Context: an optimization exercise on an open-source flow, tuned for small area. The choices shown serve that exercise and are no tape-out recipe. The RTL was checked by simulation tests, not by an equivalence proof against the original design. Power is estimated from default activity; no workload was simulated.

==> v7: inputs <==
==> flow/design.v <==
module mc_spe (
    input  wire        clk,
    input  wire        rst,
    input  wire        tick,
    input  wire [1:0]  cfg_label,
    input  wire        cfg_in4,
    input  wire        cfg_out4,
    input  wire        rx_valid,
    input  wire [7:0]  rx_data,
    output wire        tx_valid,
    output wire [7:0]  tx_data,
    input  wire        tx_fail,
    output wire        drain_req,
    input  wire        drain_done,
    input  wire        drain_ok,
    output wire        rts,
    output wire        dtr,
    output wire        dsr,
    output wire        st_valid,
    output wire [31:0] st_mem,
    output wire [31:0] st_route,
    output wire [3:0]  st_in,
    output wire [3:0]  st_out,
    output wire        st_power,
    input  wire        req_valid,
    input  wire [2:0]  req_len,
    input  wire [31:0] req_chars,
    output wire        req_accept,
    output wire        log_valid,
    output wire [2:0]  log_code,
    output wire        err_write,
    output wire        err_drain,
    output wire        err_qfull,
    output wire        cfg_fault
);
    reg top_q;       
    reg out4_q;
    reg fault_q;
    reg pend_q;      
    wire label_ok = cfg_label[1] ^ cfg_label[0];
    always @(posedge clk) begin
        if (rst) begin
            top_q   <= cfg_label[1];
            out4_q  <= cfg_out4;
            fault_q <= !label_ok;
        end
        pend_q <= rst && !label_ok;
    end
    wire active = !fault_q && !rst;
    reg  [3:0] rx_cnt;
    wire rx_en     = rx_valid && active;
    wire rx_marker = (rx_data == {6'b011000, top_q, !top_q});
    wire install   = rx_en && rx_marker && (rx_cnt == 4'd13);
    wire rx_wr     = rx_en && !rx_marker;
    always @(posedge clk) begin
        if (rst)
            rx_cnt <= 4'd15;
        else if (rx_en) begin
            if (rx_marker)
                rx_cnt <= 4'd0;
            else if (rx_cnt != 4'd15)
                rx_cnt <= rx_cnt + 4'd1;
        end
    end
    wire       rx_hi0 = (rx_data[7:4] == 4'd0);
    wire [7:0] rx_pn  = (rx_hi0 && rx_data[3:0] == 4'd8) ? 8'd4 :
                        (rx_hi0 && rx_data[3:0] == 4'd4) ? 8'd3 : rx_data;
    wire [7:0] rx_pnm = out4_q ? rx_pn : 8'd0;
    reg [7:0] sh_mem0, sh_mem1, sh_mem2, sh_mem3;
    reg [7:0] sh_rte0, sh_rte1, sh_rte2, sh_rte3;
    reg [7:0] sh_flags;
    reg       sh_power;
    always @(posedge clk) begin
        if (rx_wr) begin
            case (rx_cnt)
                4'd0: sh_mem0  <= ~rx_pn;
                4'd1: sh_mem1  <= ~rx_pn;
                4'd2: sh_mem2  <= ~rx_pnm;
                4'd3: sh_mem3  <= ~rx_pnm;
                4'd4: sh_rte0  <= ~rx_pn;
                4'd5: sh_rte1  <= ~rx_pn;
                4'd6: sh_rte2  <= ~rx_pnm;
                4'd7: sh_rte3  <= ~rx_pnm;
                4'd8: sh_flags <= ~{rx_data[7:4], out4_q ? rx_data[3:0] : 4'd0};
                4'd9: sh_power <= (rx_data == 8'd0);
                default: ;
            endcase
        end
    end
    reg        st_valid_q;
    reg [31:0] st_mem_q, st_route_q;
    reg [3:0]  st_in_q, st_out_q;
    reg        st_power_q;
    always @(posedge clk) begin
        if (rst) begin
            st_valid_q <= 1'b0;
            st_mem_q   <= 32'd0;
            st_route_q <= 32'd0;
            st_in_q    <= 4'd0;
            st_out_q   <= 4'd0;
            st_power_q <= 1'b0;
        end else if (install) begin
            st_valid_q <= 1'b1;
            st_mem_q   <= ~{sh_mem3, sh_mem2, sh_mem1, sh_mem0};
            st_route_q <= ~{sh_rte3, sh_rte2, sh_rte1, sh_rte0};
            st_in_q    <= ~{sh_flags[4], sh_flags[5], sh_flags[6], sh_flags[7]};
            st_out_q   <= ~{sh_flags[0], sh_flags[1], sh_flags[2], sh_flags[3]};
            st_power_q <= !sh_power;
        end
    end
    assign st_valid = st_valid_q;
    assign st_mem   = st_mem_q;
    assign st_route = st_route_q;
    assign st_in    = st_in_q;
    assign st_out   = st_out_q;
    assign st_power = st_power_q;
    reg  [15:0] q_ent [0:3];
    reg  [1:0]  q_head;
    reg  [2:0]  q_count;
    wire q_full    = q_count[2];
    wire len_ok    = !(req_len[2] && (req_len[1] || req_len[0]));
    wire req_legal = req_valid && active && len_ok;
    wire push      = req_legal && !q_full;
    wire qfull_err = req_legal && q_full;
    assign req_accept = push;
    wire [3:0] in_len = {req_len[2],
                         req_len[2] || (req_len[1] && req_len[0]),
                         req_len[2] || req_len[1],
                         req_len != 3'd0};
    wire [15:0] new_ent;
    wire [3:0]  new_nz;
    genvar j;
    generate
        for (j = 0; j < 4; j = j + 1) begin : g_enc
            wire [7:0] c = req_chars[8*j +: 8];
            wire dig = in_len[j] && (c[7:4] == 4'h3) && (c[3:0] != 4'd0) &&
                       !(c[3] && (c[2] || c[1]));
            assign new_ent[4*j +: 4] = dig ? c[3:0] : 4'd0;
            assign new_nz[j] = dig;
        end
    endgenerate
    wire [1:0] q_tail = q_head + q_count[1:0];
    always @(posedge clk) begin
        if (push)
            q_ent[q_tail] <= ~new_ent;
    end
    wire [3:0] s_nz [0:3];
    wire [3:0] s_has;
    genvar s;
    generate
        for (s = 0; s < 4; s = s + 1) begin : g_slot
            for (j = 0; j < 4; j = j + 1) begin : g_nz
                assign s_nz[s][j] = (q_ent[s][4*j +: 4] != 4'hF);
            end
            assign s_has[s] = (s_nz[s] != 4'd0);
        end
    endgenerate
    wire new_has = (new_nz != 4'd0);
    wire [3:0] v_has;
    genvar k;
    generate
        for (k = 0; k < 4; k = k + 1) begin : g_view
            wire [1:0] slot = q_head + k;
            assign v_has[k] = (k < q_count) ? s_has[slot] :
                              (k == q_count) ? (push && new_has) : 1'b0;
        end
    endgenerate
    wire [1:0] pick    = v_has[0] ? 2'd0 : v_has[1] ? 2'd1 : v_has[2] ? 2'd2 : 2'd3;
    wire       pick_ok = (v_has != 4'd0);
    wire [2:0]  v_count  = q_count + {2'd0, push};
    reg         busy;
    reg         load;
    reg  [5:0]  pre;
    reg  [3:0]  ph;
    reg  [1:0]  idx;
    reg  [15:0] cur;
    reg         dd_q, dok_q;
    reg         err_write_q, err_drain_q, err_qfull_q;
    reg         log_valid_q;
    reg  [1:0]  log_c;
    wire seq_tick = tick && active;
    wire pre_end  = (pre == 6'd49);
    wire waiting  = (ph == 4'd15);
    wire drain_seen = dd_q || drain_done;
    wire drain_good = drain_done ? drain_ok : dok_q;
    wire step_end = seq_tick && busy && waiting && drain_seen;
    wire advance  = seq_tick && (!busy || (waiting && drain_seen));
    wire cont  = step_end && (cur[15:4] != 12'd0);
    wire take  = advance && !cont;
    wire shift = cont || (busy && !load && (cur[3:0] == 4'd0));
    always @(posedge clk) begin
        if (rst) begin
            q_head  <= 2'd0;
            q_count <= 3'd0;
        end else if (take) begin
            q_head  <= q_head + pick + 2'd1;
            q_count <= pick_ok ? v_count - {1'b0, pick} - 3'd1 : 3'd0;
        end else begin
            q_count <= v_count;
        end
    end
    wire [1:0] q_prev = q_head - 2'd1;
    wire emit = seq_tick && busy && pre_end;
    assign tx_valid  = emit && ph[3] && (ph[2] ? (ph[1:0] == 2'd0) : (ph[1:0] != 2'd0));
    assign drain_req = emit && (ph == 4'd14);
    wire [4:0] cmd = {1'b0, idx, 2'b00} + {1'b0, cur[3:0]} - 5'd1;
    assign tx_data = (ph[1:0] == 2'd1) ? {3'b000, cmd} :
                     (ph[1:0] == 2'd2) ? {3'b111, ~cmd} :
                     (ph[1:0] == 2'd3) ? 8'hD5 : 8'h7B;
    always @(posedge clk) begin
        if (rst)
            busy <= 1'b0;
        else if (advance)
            busy <= cont || pick_ok;
        load <= take && pick_ok;
        if (advance) begin
            pre <= 6'd0;
            ph  <= 4'd0;
        end else if (seq_tick && busy && !waiting) begin
            if (pre_end) begin
                pre <= 6'd0;
                ph  <= ph + 4'd1;
            end else begin
                pre <= pre + 6'd1;
            end
        end
        if (load) begin
            cur <= ~q_ent[q_prev];
            idx <= 2'd0;
        end else if (shift) begin
            cur <= {4'd0, cur[15:4]};
            idx <= idx + 2'd1;
        end
        dd_q <= !drain_req && (drain_done || dd_q);
        if (drain_done)
            dok_q <= drain_ok;
    end
    wire write_err = tx_valid && tx_fail;
    wire drain_err = step_end && !drain_good;
    always @(posedge clk) begin
        if (rst) begin
            err_write_q <= 1'b0;
            err_drain_q <= 1'b0;
            err_qfull_q <= 1'b0;
            log_valid_q <= 1'b0;
        end else begin
            if (write_err) err_write_q <= 1'b1;
            if (drain_err) err_drain_q <= 1'b1;
            if (qfull_err) err_qfull_q <= 1'b1;
            log_valid_q <= pend_q || write_err || drain_err || qfull_err;
        end
        log_c <= {drain_err || (qfull_err && !write_err),
                  write_err || (qfull_err && !drain_err)};
    end
    assign rts       = 1'b0;
    assign dtr       = !fault_q;
    assign dsr       = !fault_q;
    assign log_valid = log_valid_q;
    assign log_code  = {!(log_c[1] || log_c[0]), log_c};
    assign err_write = err_write_q;
    assign err_drain = err_drain_q;
    assign err_qfull = err_qfull_q;
    assign cfg_fault = fault_q;
endmodule
==> flow/flow/run.sh <==
#!/bin/bash
# The standard layout (standard synthesis unchanged), with:
#  - the port buffers made from the smallest buffer cell,
#  - the logic between registers remapped for area after floorplan
#    (restructure.tcl), then logic cells given their smallest drive strength
#    (downsize.tcl); placement and the timing repairs size up where needed,
#  - clock tree synthesis with clkbuf_8 clusters and no dummy loads.
set -euo pipefail
export FLOW_WORK=$PWD
python3 flow/mark_dont_use.py "$FLOW_HOME/platforms/sky130hd/lib/sky130_fd_sc_hd__tt_025C_1v80.lib" dont_use.lib > mark_dont_use.log 2>&1
bash standard.sh \
  "BUFFER_PORTS_ARGS=-buffer_cell sky130_fd_sc_hd__buf_1" \
  "CTS_ARGS=-sink_clustering_enable -repair_clock_nets -sink_clustering_size 20 -sink_clustering_max_diameter 70 -buf_list sky130_fd_sc_hd__clkbuf_8 -dont_use_dummy_load" \
  "POST_FLOORPLAN_TCL=$PWD/flow/restructure.tcl" \
  finish > standard_flow.log 2>&1
==> flow/flow/downsize.tcl <==
# After floorplan: give every logic cell that synthesis sized up the
# smallest-area cell of the same function (same name but drive strength).
# Placement's repair_design and the later timing repair size cells up again
# where slew, capacitance or timing need it.
set db [ord::get_db]
set block [ord::get_db_block]
set n 0
foreach inst [$block getInsts] {
  set master [$inst getMaster]
  set name [$master getName]
  if { ![regexp {^sky130_fd_sc_hd__([a-z0-9]+)_([0-9]+)$} $name -> base drv] } { continue }
  # registers keep their cells; buffers and inverters are left to the resizer
  if { [regexp {^(df|edf|sdf|dl|buf|clk|inv|conb|tap|fill|decap)} $base] } { continue }
  set best $master
  set best_area [expr { [$master getWidth] * [$master getHeight] }]
  foreach d {0 1 2 4 6 8 12 16} {
    set m [$db findMaster "sky130_fd_sc_hd__${base}_${d}"]
    if { $m eq "NULL" || $m eq "" } { continue }
    set a [expr { [$m getWidth] * [$m getHeight] }]
    if { $a < $best_area } { set best $m; set best_area $a }
  }
  if { $best ne $master } {
    $inst swapMaster $best
    incr n
  }
}
puts "downsize: $n cells given a smaller drive strength"
==> flow/flow/mark_dont_use.py <==
# Copy the platform library, marking dont_use the cells the platform's
# DONT_USE_CELLS lists (the probe and lpflow cells).
import re, sys
src, dst = sys.argv[1], sys.argv[2]
txt = open(src).read()
pat = re.compile(r'(cell\s*\(\s*"?(sky130_fd_sc_hd__(?:probe\w*|lpflow_\w+))"?\s*\)\s*\{)')
txt, n = pat.subn(lambda m: m.group(1) + '\n        dont_use : true;', txt)
open(dst, 'w').write(txt)
print(f"marked {n} cells dont_use")
==> flow/flow/restructure.tcl <==
# After floorplan: remap the logic between the registers for area with
# OpenROAD's restructure (ABC), using a copy of the platform library in which
# the cells on DONT_USE_CELLS are marked dont_use.  Registers are untouched.
set tielo [lindex $::env(TIELO_CELL_AND_PORT) 0]
set tielo_port [get_name [get_property [lindex [get_lib_cell $tielo] 0] library]]/$tielo/[lindex $::env(TIELO_CELL_AND_PORT) 1]
set tiehi [lindex $::env(TIEHI_CELL_AND_PORT) 0]
set tiehi_port [get_name [get_property [lindex [get_lib_cell $tiehi] 0] library]]/$tiehi/[lindex $::env(TIEHI_CELL_AND_PORT) 1]
report_design_area
file mkdir $::env(RESULTS_DIR)/restructure
# a second pass finds a little more
foreach pass {1 2} {
  restructure -liberty_file $::env(FLOW_WORK)/dont_use.lib -target area \
    -tiehi_port $tiehi_port -tielo_port $tielo_port \
    -work_dir $::env(RESULTS_DIR)/restructure \
    -abc_logfile $::env(RESULTS_DIR)/restructure/abc_$pass.log
  report_design_area
}
source $::env(FLOW_WORK)/flow/downsize.tcl
report_design_area
==> flow/standard.sh <==
#!/bin/bash
# synth_recipe.tcl (not shown) runs the flow's synth.tcl, then flattens the netlist and writes it again
# the make line also repeats each setting of config.mk as NAME=value (left out here)
make -C /OpenROAD-flow-scripts/flow DESIGN_CONFIG=/design/flow/config.mk WORK_HOME=/design/flow/orfs CLKGATE_MAP_FILE= SYNTH_SCRIPT=/design/flow/synth_recipe.tcl "${@:-finish}"
==> flow/config.mk <==
export PLATFORM = sky130hd
export DESIGN_NAME = mc_spe
export DESIGN_NICKNAME = mc_spe
export VERILOG_FILES = /design/flow/design.v
export SDC_FILE = /design/flow/constraint.sdc
export NUM_CORES = 4
export LEC_CHECK = 0
export CAP_MARGIN = 20
export CORE_MARGIN = 2
export CORE_UTILIZATION = 60
export CTS_BUF_LIST = sky130_fd_sc_hd__clkbuf_8
export CTS_CLUSTER_DIAMETER = 60
export CTS_CLUSTER_SIZE = 16
export PLACE_DENSITY = 0.7
export SLEW_MARGIN = 20
==> flow/constraint.sdc <==
create_clock -name core_clock -period 10.0 [get_ports {clk}]
set_input_delay 2.0000 -clock core_clock [delete_from_list [all_inputs] [get_ports {clk}]]
set_output_delay 2.0000 -clock core_clock [all_outputs]
set_load 0.01 [all_outputs]
==> v28: changes against v7 <==
--- a/flow/design.v
+++ b/flow/design.v
@@ -75,12 +75,12 @@
             case (rx_cnt)
-                4'd0: sh_mem0  <= ~rx_pn;
-                4'd1: sh_mem1  <= ~rx_pn;
-                4'd2: sh_mem2  <= ~rx_pnm;
-                4'd3: sh_mem3  <= ~rx_pnm;
-                4'd4: sh_rte0  <= ~rx_pn;
-                4'd5: sh_rte1  <= ~rx_pn;
-                4'd6: sh_rte2  <= ~rx_pnm;
-                4'd7: sh_rte3  <= ~rx_pnm;
-                4'd8: sh_flags <= ~{rx_data[7:4], out4_q ? rx_data[3:0] : 4'd0};
-                4'd9: sh_power <= (rx_data == 8'd0);
+                4'd0: sh_mem0  <= rx_pn;
+                4'd1: sh_mem1  <= rx_pn;
+                4'd2: sh_mem2  <= rx_pnm;
+                4'd3: sh_mem3  <= rx_pnm;
+                4'd4: sh_rte0  <= rx_pn;
+                4'd5: sh_rte1  <= rx_pn;
+                4'd6: sh_rte2  <= rx_pnm;
+                4'd7: sh_rte3  <= rx_pnm;
+                4'd8: sh_flags <= {rx_data[7:4], out4_q ? rx_data[3:0] : 4'd0};
+                4'd9: sh_power <= (rx_data != 8'd0);
                 default: ;
@@ -103,7 +103,7 @@
             st_valid_q <= 1'b1;
-            st_mem_q   <= ~{sh_mem3, sh_mem2, sh_mem1, sh_mem0};
-            st_route_q <= ~{sh_rte3, sh_rte2, sh_rte1, sh_rte0};
-            st_in_q    <= ~{sh_flags[4], sh_flags[5], sh_flags[6], sh_flags[7]};
-            st_out_q   <= ~{sh_flags[0], sh_flags[1], sh_flags[2], sh_flags[3]};
-            st_power_q <= !sh_power;
+            st_mem_q   <= {sh_mem3, sh_mem2, sh_mem1, sh_mem0};
+            st_route_q <= {sh_rte3, sh_rte2, sh_rte1, sh_rte0};
+            st_in_q    <= {sh_flags[4], sh_flags[5], sh_flags[6], sh_flags[7]};
+            st_out_q   <= {sh_flags[0], sh_flags[1], sh_flags[2], sh_flags[3]};
+            st_power_q <= sh_power;
         end
@@ -144,3 +144,3 @@
         if (push)
-            q_ent[q_tail] <= ~new_ent;
+            q_ent[q_tail] <= new_ent;
     end
@@ -152,3 +152,3 @@
             for (j = 0; j < 4; j = j + 1) begin : g_nz
-                assign s_nz[s][j] = (q_ent[s][4*j +: 4] != 4'hF);
+                assign s_nz[s][j] = (q_ent[s][4*j +: 4] != 4'd0);
             end
@@ -227,3 +227,3 @@
         if (load) begin
-            cur <= ~q_ent[q_prev];
+            cur <= q_ent[q_prev];
             idx <= 2'd0;
==> flow/flow/run.sh (replaced) <==
#!/bin/bash
# The standard layout (standard synthesis unchanged), with the port buffers
# made from the smallest buffer cell instead of the one the resizer picks.
set -euo pipefail
bash standard.sh \
  "BUFFER_PORTS_ARGS=-buffer_cell sky130_fd_sc_hd__buf_1" \
  finish > standard_flow.log 2>&1
- CTS_CLUSTER_DIAMETER: 60 -> 50
- CTS_CLUSTER_SIZE: 16 -> 12
removed: flow/flow/downsize.tcl
removed: flow/flow/mark_dont_use.py
removed: flow/flow/restructure.tcl
==> v21: changes against v7 <==
==> flow/flow/run.sh (replaced) <==
#!/bin/bash
# The standard layout (standard synthesis unchanged), with the port buffers
# made from the smallest buffer cell instead of the one the resizer picks,
# clock tree synthesis without dummy loads, and logic cells that synthesis
# sized up given back their smallest drive strength after floorplan.
set -euo pipefail
bash standard.sh \
  "BUFFER_PORTS_ARGS=-buffer_cell sky130_fd_sc_hd__buf_1" \
  "CTS_ARGS=-sink_clustering_enable -repair_clock_nets -sink_clustering_size 16 -sink_clustering_max_diameter 60 -buf_list sky130_fd_sc_hd__clkbuf_8 -dont_use_dummy_load" \
  "POST_FLOORPLAN_TCL=$PWD/flow/downsize.tcl" \
  finish > standard_flow.log 2>&1
removed: flow/flow/mark_dont_use.py
removed: flow/flow/restructure.tcl
==> summary of the runs <==
Between v7 and v21, the lower fmax is in v7 (gap 0.51%, measured against v21). Worst hold slack: v28 > v7 > v21. Clock skew: v7 is higher than v28 (0.038 ns). Wire length: v7 < v21 < v28. Combinational power: v28 is larger than v21 (about 5%). The highest via count belongs to v28, the lowest to v7. Of v7 and v28, v28 has the higher non-clock buffer count (gap 1). Of v7 and v21, v21 has the higher register-to-register slack (gap 1.1 ns). The lowest cell count belongs to v7, the highest to v28. In v28 the area after synthesis is higher than in v21, by 1.3%.

-- re-timing with driven ports --
Ports are ideal in the flow. The routed layouts listed here were re-timed in OpenROAD.
Step 1, drivers: a clkbuf_16 drives clk and a buf_2 each remaining input, both assumed.
Step 2 moves the port delays by t, midway between the first and last clock arrival at a register: inputs arrive t later, outputs are due t later. That takes back most of the time a late clock gives input paths.
a / b / c = ideal / step 1 / step 2; a / b = the first two.
| run | t (ns) | setup slack, ns | worst hold slack (ns) | worst setup path after step 2 | worst register clock-pin slew, ns |
|---|---|---|---|---|---|
| v7 | 0.526 | 4.186 / 4.164 / 4.164 | 0.423 / 0.423 / 0.423 | input to output | 0.12 / 0.12 |
| v28 | 0.593 | 4.012 / 3.992 / 3.992 | 0.451 / 0.451 / 0.451 | input to output | 0.08 / 0.08 |
| v21 | 0.542 | 4.216 / 4.196 / 4.196 | 0.407 / 0.407 / 0.407 | input to output | 0.10 / 0.10 |
After both steps every run listed still meets setup and hold. The setup slack of v7, which loses most, moves by -0.022 ns with the drivers and by -0.022 ns with both steps.
